Context: an optimization exercise on an open-source flow, tuned for small area, a short achievable clock period and few clock cycles per item. The choices shown serve that exercise and are no tape-out recipe.
Function was checked by simulation only, so behaviour that the tests miss may differ from the original.
Power and IR drop assume default switching activity.

### flow/run.sh
#!/bin/bash
# synth_recipe.tcl (not shown) runs the flow's synth.tcl, then flattens the netlist and writes it again
# the make line also repeats each setting of config.mk as NAME=value (left out here)
make -C /OpenROAD-flow-scripts/flow DESIGN_CONFIG=/design/flow/config.mk WORK_HOME=/design/flow/orfs CLKGATE_MAP_FILE= SYNTH_SCRIPT=/design/flow/synth_recipe.tcl finish
### flow/config.mk
export PLATFORM = sky130hd
export DESIGN_NAME = icu_quant
export DESIGN_NICKNAME = icu_quant
export VERILOG_FILES = /design/flow/design.v
export SDC_FILE = /design/flow/constraint.sdc
export NUM_CORES = 4
export LEC_CHECK = 0
export CAP_MARGIN = 20
export CORE_MARGIN = 2
export CORE_UTILIZATION = 40
export SLEW_MARGIN = 20
### flow/constraint.sdc
create_clock -name core_clock -period 22.0 [get_ports {clk}]
set_input_delay 4.4000 -clock core_clock [delete_from_list [all_inputs] [get_ports {clk}]]
set_output_delay 4.4000 -clock core_clock [all_outputs]
set_load 0.01 [all_outputs]
### flow/design.v
module icu_div1000 (
    input  wire [17:0] s,
    output wire [8:0]  q
);
    wire [7:0]  a  = s[17:10];
    wire [12:0] t  = {3'd0, s[9:0]} + {1'b0, a, 4'd0} + {2'b0, a, 3'd0};
    wire [2:0]  a2 = t[12:10];
    wire [10:0] u  = {1'b0, t[9:0]} + {4'd0, a2, 4'd0} + {5'd0, a2, 3'd0};
    wire        c  = (u >= 11'd1000);
    assign q = {1'b0, a} + {6'd0, a2} + {8'd0, c};
endmodule
module icu_fwd_num (
    input  wire [7:0]  r,
    input  wire [7:0]  g,
    input  wire [7:0]  b,
    output wire [17:0] ny,
    output wire [17:0] ncb,
    output wire [17:0] ncr
);
    assign ny  = 18'd16000  + 18'd257 * r + 18'd504 * g + 18'd98 * b;
    assign ncb = 18'd128000 - 18'd148 * r - 18'd291 * g + 18'd439 * b;
    assign ncr = 18'd128000 + 18'd439 * r - 18'd368 * g - 18'd71 * b;
endmodule
module icu_inv_ch (
    input  wire [1:0] sel,
    input  wire [7:0] y,
    input  wire [7:0] cb,
    input  wire [7:0] cr,
    output wire [7:0] q
);
    wire signed [21:0] dy  = $signed({14'd0, y})  - 22'sd16;
    wire signed [21:0] dcb = $signed({14'd0, cb}) - 22'sd128;
    wire signed [21:0] dcr = $signed({14'd0, cr}) - 22'sd128;
    reg  signed [21:0] n;
    always @(*) begin
        case (sel)
            2'd0:    n = 22'sd1164 * dy + 22'sd1596 * dcr;
            2'd1:    n = 22'sd1164 * dy - 22'sd392 * dcb - 22'sd813 * dcr;
            default: n = 22'sd1164 * dy + 22'sd2017 * dcb;
        endcase
    end
    wire [8:0] qd;
    icu_div1000 u_d (.s(n[17:0]), .q(qd));
    assign q = n[21] ? 8'd0 : ((n[20:18] != 3'd0) || qd[8]) ? 8'd255 : qd[7:0];
endmodule
module icu_quant (
    input  wire        clk,
    input  wire        rst,
    input  wire        in_valid,
    output wire        in_ready,
    input  wire [23:0] in_rgb,
    output reg         out_valid,
    input  wire        out_ready,
    output reg  [23:0] out_lo,
    output reg  [23:0] out_hi,
    output reg  [7:0]  out_avg
);
    localparam integer LOOK = 11;    
    integer i;
    genvar  gi;
    reg        rdy;
    assign in_ready = rdy;
    wire acc_now = in_valid && rdy && !rst;
    reg [23:0] in_q;
    reg        v0;
    reg [17:0] s_y, s_cb, s_cr;
    reg        v1;
    reg [7:0]  w_y, w_cb, w_cr;
    reg        v2;
    wire [17:0] ny, ncb, ncr;
    icu_fwd_num u_fwd (
        .r(in_q[23:16]), .g(in_q[15:8]), .b(in_q[7:0]),
        .ny(ny), .ncb(ncb), .ncr(ncr)
    );
    wire [8:0] qy, qcb, qcr;
    icu_div1000 u_dy  (.s(s_y),  .q(qy));
    icu_div1000 u_dcb (.s(s_cb), .q(qcb));
    icu_div1000 u_dcr (.s(s_cr), .q(qcr));
    always @(posedge clk) begin
        in_q <= in_rgb;
        s_y  <= ny;
        s_cb <= ncb;
        s_cr <= ncr;
        w_y  <= qy[7:0];
        w_cb <= qcb[7:0];
        w_cr <= qcr[7:0];
        if (rst) begin
            v0 <= 1'b0;
            v1 <= 1'b0;
            v2 <= 1'b0;
        end else begin
            v0 <= acc_now;
            v1 <= v0;
            v2 <= v1;
        end
    end
    reg [7:0]  ry  [0:15];
    reg [7:0]  rcb [0:15];
    reg [7:0]  rcr [0:15];
    reg [3:0]  rk  [0:15];
    reg [15:0] rv;               
    reg [15:0] rt;               
    reg        cur_tag;          
    reg [3:0]  w_cnt;            
    reg        proc_active;
    reg [3:0]  pcnt;
    wire        wr = v2;
    wire [15:0] cur;
    wire [15:0] lt;
    generate
        for (gi = 0; gi < 16; gi = gi + 1) begin : g_cmp
            assign cur[gi] = rv[gi] && (rt[gi] == cur_tag);
            assign lt[gi]  = (w_y < ry[gi]);
        end
    endgenerate
    wire [15:0] inc = {16{wr}} & cur & lt;
    reg [4:0] nrank;
    always @(*) begin
        nrank = 5'd0;
        for (i = 0; i < 16; i = i + 1)
            nrank = nrank + {4'd0, cur[i] & ~lt[i]};
    end
    wire full15 = rv[15] && (rt[15] != cur_tag);
    wire proc15 = proc_active && full15;
    wire complete_now = wr && (w_cnt == 4'd15);
    always @(posedge clk) begin
        for (i = 1; i < 16; i = i + 1) begin
            ry[i]  <= ry[i-1];
            rcb[i] <= rcb[i-1];
            rcr[i] <= rcr[i-1];
            rk[i]  <= rk[i-1] + {3'd0, inc[i-1]};
        end
        if (wr) begin
            ry[0]  <= w_y;
            rcb[0] <= w_cb;
            rcr[0] <= w_cr;
            rk[0]  <= nrank[3:0];
        end else begin
            ry[0]  <= ry[15];
            rcb[0] <= rcb[15];
            rcr[0] <= rcr[15];
            rk[0]  <= rk[15];
        end
        rt <= {rt[14:0], wr ? cur_tag : rt[15]};
        if (rst) begin
            rv      <= 16'd0;
            cur_tag <= 1'b0;
            w_cnt   <= 4'd0;
        end else begin
            rv      <= {rv[14:0], wr | (rv[15] & ~proc15)};
            cur_tag <= cur_tag ^ complete_now;
            w_cnt   <= w_cnt + {3'd0, wr};
        end
    end
    reg        full_pending;
    reg        p_win;
    reg        acc_done;
    reg        f_busy;
    wire       acc_busy = proc_active | p_win | acc_done;
    wire       f_free   = !f_busy;
    wire       start_ok = f_free | !acc_busy;
    wire       start_now = (full_pending | complete_now) &
                           (!proc_active | (pcnt == 4'd15)) & start_ok;
    always @(posedge clk) begin
        if (rst) begin
            proc_active  <= 1'b0;
            pcnt         <= 4'd0;
            full_pending <= 1'b0;
        end else begin
            if (start_now) begin
                proc_active <= 1'b1;
                pcnt        <= 4'd0;
            end else if (proc_active) begin
                pcnt <= pcnt + 4'd1;
                if (pcnt == 4'd15)
                    proc_active <= 1'b0;
            end
            if (start_now)
                full_pending <= 1'b0;
            else if (complete_now)
                full_pending <= 1'b1;
        end
    end
    wire la_free = !rv[LOOK];
    wire la_cur  = rv[LOOK] && (rt[LOOK] == cur_tag);
    wire la_full = rv[LOOK] && (rt[LOOK] != cur_tag);
    wire [4:0] inflight = {1'b0, w_cnt} + {4'd0, v2} + {4'd0, v1} + {4'd0, v0} + {4'd0, acc_now};
    wire complete_soon = inflight[4];
    wire rdy_next = la_free | (la_full & proc_active) | (la_cur & complete_soon & f_free);
    always @(posedge clk) begin
        if (rst) rdy <= 1'b0;
        else     rdy <= rdy_next;
    end
    wire [3:0] rk15  = rk[15];
    wire       is_hi = rk15[3];
    wire [2:0] widx  = is_hi ? ~rk15[2:0] : rk15[2:0];
    reg  [9:0] weight;
    always @(*) begin
        case (widx)
            3'd0: weight = 10'd840;
            3'd1: weight = 10'd420;
            3'd2: weight = 10'd280;
            3'd3: weight = 10'd210;
            3'd4: weight = 10'd168;
            3'd5: weight = 10'd140;
            3'd6: weight = 10'd120;
            default: weight = 10'd105;
        endcase
    end
    reg [17:0] p_y, p_cb, p_cr;
    reg [7:0]  p_b;
    reg        p_hi, p_v, p_first, p_last;
    always @(posedge clk) begin
        p_y  <= weight * ry[15];
        p_cb <= weight * rcb[15];
        p_cr <= weight * rcr[15];
        p_b  <= ry[15];
        p_hi <= is_hi;
        if (rst) begin
            p_v     <= 1'b0;
            p_first <= 1'b0;
            p_last  <= 1'b0;
            p_win   <= 1'b0;
        end else begin
            p_v     <= proc15;
            p_first <= proc_active && (pcnt == 4'd0);
            p_last  <= proc_active && (pcnt == 4'd15);
            p_win   <= proc_active;
        end
    end
    reg [19:0] lo_y, lo_cb, lo_cr;
    reg [19:0] hi_y, hi_cb, hi_cr;
    reg [11:0] bsum;
    always @(posedge clk) begin
        if (p_first) begin
            lo_y  <= (p_v && !p_hi) ? {2'd0, p_y}  : 20'd0;
            lo_cb <= (p_v && !p_hi) ? {2'd0, p_cb} : 20'd0;
            lo_cr <= (p_v && !p_hi) ? {2'd0, p_cr} : 20'd0;
            hi_y  <= (p_v &&  p_hi) ? {2'd0, p_y}  : 20'd0;
            hi_cb <= (p_v &&  p_hi) ? {2'd0, p_cb} : 20'd0;
            hi_cr <= (p_v &&  p_hi) ? {2'd0, p_cr} : 20'd0;
            bsum  <= p_v ? {4'd0, p_b} : 12'd0;
        end else if (p_v) begin
            if (p_hi) begin
                hi_y  <= hi_y  + {2'd0, p_y};
                hi_cb <= hi_cb + {2'd0, p_cb};
                hi_cr <= hi_cr + {2'd0, p_cr};
            end else begin
                lo_y  <= lo_y  + {2'd0, p_y};
                lo_cb <= lo_cb + {2'd0, p_cb};
                lo_cr <= lo_cr + {2'd0, p_cr};
            end
            bsum <= bsum + {4'd0, p_b};
        end
    end
    reg [19:0] f0, f1, f2, f3, f4, f5;
    reg [7:0]  f_avg;
    reg [3:0]  fcnt;
    reg        q_busy;
    wire       xfer   = acc_done && f_free;
    wire       f_done = f_busy && fcnt[3];
    wire       f_move = f_done && !q_busy;
    function [19:0] dstep;
        input [19:0] r;
        reg   [11:0] h;
        reg          ge;
        begin
            h  = r[19:8];
            ge = (h >= 12'd1089);
            if (ge) h = h - 12'd1089;
            dstep = {h[10:0], r[7:0], ge};
        end
    endfunction
    always @(posedge clk) begin
        if (xfer) begin
            f0 <= lo_y;  f1 <= lo_cb; f2 <= lo_cr;
            f3 <= hi_y;  f4 <= hi_cb; f5 <= hi_cr;
            f_avg <= bsum[11:4];
            fcnt  <= 4'd0;
        end else if (f_busy && !fcnt[3]) begin
            f0 <= dstep(f0); f1 <= dstep(f1); f2 <= dstep(f2);
            f3 <= dstep(f3); f4 <= dstep(f4); f5 <= dstep(f5);
            fcnt <= fcnt + 4'd1;
        end
        if (rst) begin
            acc_done <= 1'b0;
            f_busy   <= 1'b0;
        end else begin
            if (p_last)    acc_done <= 1'b1;
            else if (xfer) acc_done <= 1'b0;
            if (xfer)        f_busy <= 1'b1;
            else if (f_move) f_busy <= 1'b0;
        end
    end
    reg [7:0] qlo_y, qlo_cb, qlo_cr, qhi_y, qhi_cb, qhi_cr, q_avg;
    reg [2:0] ch;
    wire      ph_run  = q_busy && !out_valid;
    wire      ph_half = (ch >= 3'd3);
    wire [1:0] ph_sel = ph_half ? (ch[1:0] - 2'd3) : ch[1:0];
    wire [7:0] inv_q;
    icu_inv_ch u_inv (
        .sel(ph_sel),
        .y (ph_half ? qhi_y  : qlo_y),
        .cb(ph_half ? qhi_cb : qlo_cb),
        .cr(ph_half ? qhi_cr : qlo_cr),
        .q (inv_q)
    );
    always @(posedge clk) begin
        if (f_move) begin
            qlo_y <= f0[7:0]; qlo_cb <= f1[7:0]; qlo_cr <= f2[7:0];
            qhi_y <= f3[7:0]; qhi_cb <= f4[7:0]; qhi_cr <= f5[7:0];
            q_avg <= f_avg;
        end
        if (ph_run) begin
            case (ch)
                3'd0: out_lo[23:16] <= inv_q;
                3'd1: out_lo[15:8]  <= inv_q;
                3'd2: out_lo[7:0]   <= inv_q;
                3'd3: out_hi[23:16] <= inv_q;
                3'd4: out_hi[15:8]  <= inv_q;
                default: begin
                    out_hi[7:0] <= inv_q;
                    out_avg     <= q_avg;
                end
            endcase
        end
        if (rst) begin
            q_busy    <= 1'b0;
            ch        <= 3'd0;
            out_valid <= 1'b0;
        end else begin
            if (f_move)
                q_busy <= 1'b1;
            else if (ph_run && ch == 3'd5)
                q_busy <= 1'b0;
            if (ph_run)
                ch <= (ch == 3'd5) ? 3'd0 : ch + 3'd1;
            if (out_valid && out_ready)
                out_valid <= 1'b0;
            else if (ph_run && ch == 3'd5)
                out_valid <= 1'b1;
        end
    end
endmodule
==> notes.md <==
[per-stage QoR]
stage,worst slack [ps],cells
after global routing,5725,9521
after detailed placement,6758,9311
after global placement,6858,9310
after CTS,6758,9520
final,6923,9521
after floorplan,8432,6976
[power by group]
group          internal (W)  switching, W
logic               0.00241       0.00271
registers           0.00221      0.000165
clock network       0.00109      0.000808
total               0.00571       0.00368
[layer usage]
metal | global-route usage [%] | up-vias | part of all wire (%)
met5 | 0 | - | 0
met4 | 4.261 | 0 | 2.1
met3 | 1.912 | 192 | 3.2
met2 | 30.09 | 693 | 49
met1 | 22.81 | 22820 | 46
li1 | - | 23670 | -
[cell usage in the layout (no fill, tap or decap), types with 163 or more instances in the layout]
cell      instances
ha_1           1093
inv_1          1054
dfxtp_1         664
nand2_1         545
fa_1            467
edfxtp_1        372
xnor2_1         311
nor2_1          290
a21oi_1         277
o21ai_0         232
a21o_1          167
xor2_1          163
[path summary, 6_finish.rpt]
kind,from,endpoint,slack [ps]
max,ch[2],out_lo[15],6920
min,rcr[10][0],rcr[11][0],280
max reg2reg,ch[2],out_lo[15],6920
min reg2reg,rcr[10][0],rcr[11][0],280
[state kept, by name (all words and copies together), names as in the netlist, 24 cells and up]
register,cells
rcr,128
in_q,24
ry,128
out_hi,24
rcb,128
rk,64
out_lo,24
[area by class of cell]
cell class	instances	area [um^2]
Fill cell	16730	99120
Multi-Input combinational cell	4743	42760
Sequential cell	1038	24510
Inverter	1057	3970
Clock buffer	153	3288
Tap cell	2355	2947
Timing Repair Buffer	118	1109
Clock inverter	56	519.2
Antenna cell	1	2.502
[cell families after synthesis]
logic type / share of synthesized area (%)
adder cells (fa/ha/maj): 32.17
XOR/XNOR: 5.847
flip-flops: 34.18
buffers and inverters: 6.269
AND/OR/NAND/NOR: 10.02
AO/OA/AOI/OAI: 10.50
multiplexers: 1.011
==> notes.md <==
- TritonCTS clock tree: yes
- H-tree Lvls: 3
- Reg clk slew, reported paths: 60 ps
- Sequential area share after synthesis: 34.18%
- Slowest stage cell, crit path: mux2i_1
- Post-DR vias/cell: 4.975
- Hold-fix buffers at CTS: 0
- Worst Clk Skew: 45.64 ps
- WL final: 155000 um
- Outcome: complete, no violations
- Family with the most delay on the worst path: adder cells
- Top cells by area, synth: ha_1, dfxtp_1, edfxtp_1
- DP HPWL: 121000 um
- CP Capture Type: flop
- Static leakage: 37.78 nW
- Top post-synthesis cells by count: ha_1, inv_1, dfxtp_1
- Vias in the first global route: 48650
- Util after Layout: 44.38%
- Global-route usage over all layers: 17.28%
- 1st-pass router iterations: 5
- Area leader, netlist: ha_1
- Global route total overflow: 0
- RD Place Congestion: 0.9090
- First-pass GRT wire length: 255900 um
- CP Launch Type: flop
- Crit share post-route: 68.53%
- Hold Path Depth: 0
- Unique masters post-synth: 97
- # DRC: 0
- Share of layout cells above drive strength 1: 4.564%
- Synth-to-layout area growth: 10.35%
- Number of synthesized flops with an enable pin: 372
- Crit-path max FO: 26
- WS Path Type: reg -> reg
- RSZ-0062 raised after global routing: false
- Post-CTS Setup Repair Bufs: 0
- Worst VDD drop: 0.4170 mV
- Post-route ant nets: 0
- Avg WL per Cell: 16.28 um
- Design Area, Final: 79100 um^2
- Starting Density: 40.22%
- Syn Area/Cell: 10.28 um^2
- IO Port Bufs: 85
- Dpl cell area: 75290 um^2
- Relative slew margins: 35.55%
- Mapped cell area: 71690 um^2
- CTS Buffer Depth: 3
- Max Slew Vio Count: 0
- Mapped Nets: 8564
- Worst Path Buf+Inv: 8
- Via count: 47370
- Count leader, synth: ha_1
- Fin nets: 8658
- Async set or reset register ratio after synthesis: 0%
- Initial antenna violation count: 2
- Die Span X: 427.3 um
- Post-synth top flop: dfxtp_1
- Hold WC Path Type: reg -> reg
- Clk Latency, worst-skew pair: 750 ps
- Root Buffer: clkbuf_16
- Power Dens Cells: 118.8 nW/um^2
- Post-Synthesis Cells: 6976
- Final hold vios: 0
- Die Span Y: 427.3 um
- Std cell rows: 155
- Clock buffer count from CTS: 112
- Core area: 178200 um^2
- Detailed Route Iter0 Violations: 2352
- Largest net degree at the start of global routing: 171
- Crit. path cell count: 54
- Yosys warning count: 6
- Reg2reg path depth: 54
- Critical Path Most Common Cell: ha_1
- Max frequency: 0.06633 GHz
- Worst Path Required: 22430 ps
- Critical path's largest stage delay: 620 ps
- Clock Sinks: 1038
- Max Cap Viol: 0
- Hold slack: 282.7 ps
- Crit path arrival time: 15510 ps
- Min Tclk post-route: 15080 ps
- Power Total: 0.009399 W
- Post-synth top area share: 19.08%
- Post-CTS sizing: 0
- Final setup fails: 0
- Die ar.: 182600 um^2
- #FFs+latches synth: 1038
- Setup TNS: 0 ps
- Top Ports: 86
- Worst-Margin Slew: 966.7 ps
Testbench counts, summed over its fixed seeds: cycles 6,440, items 384.

-- what the ideal ports hide --
In the flow no input, the clock included, has a driving cell. The finished layout below was timed again as built, in two steps.
Step 1 sets driving cells, clkbuf_16 on the clock port and buf_2 on the other inputs (assumed; they add their load-dependent delay and slew).
Step 2 moves the port delays by t, midway between the first and last clock arrival at a register: inputs arrive t later, outputs are due t later. That takes back most of the time a late clock gives input paths.
a / b / c = no drivers / after step 1 / after step 2; a / b = the first two.
t, ns: 0.800
setup slack, ns: 6.923 / 6.923 / 6.923
clock arrival spread, ns: 0.050 / 0.050
After both steps setup and hold are still met in this run. The setup slack of this run moves by 0.000 ns with the drivers and by 0.000 ns with both steps.
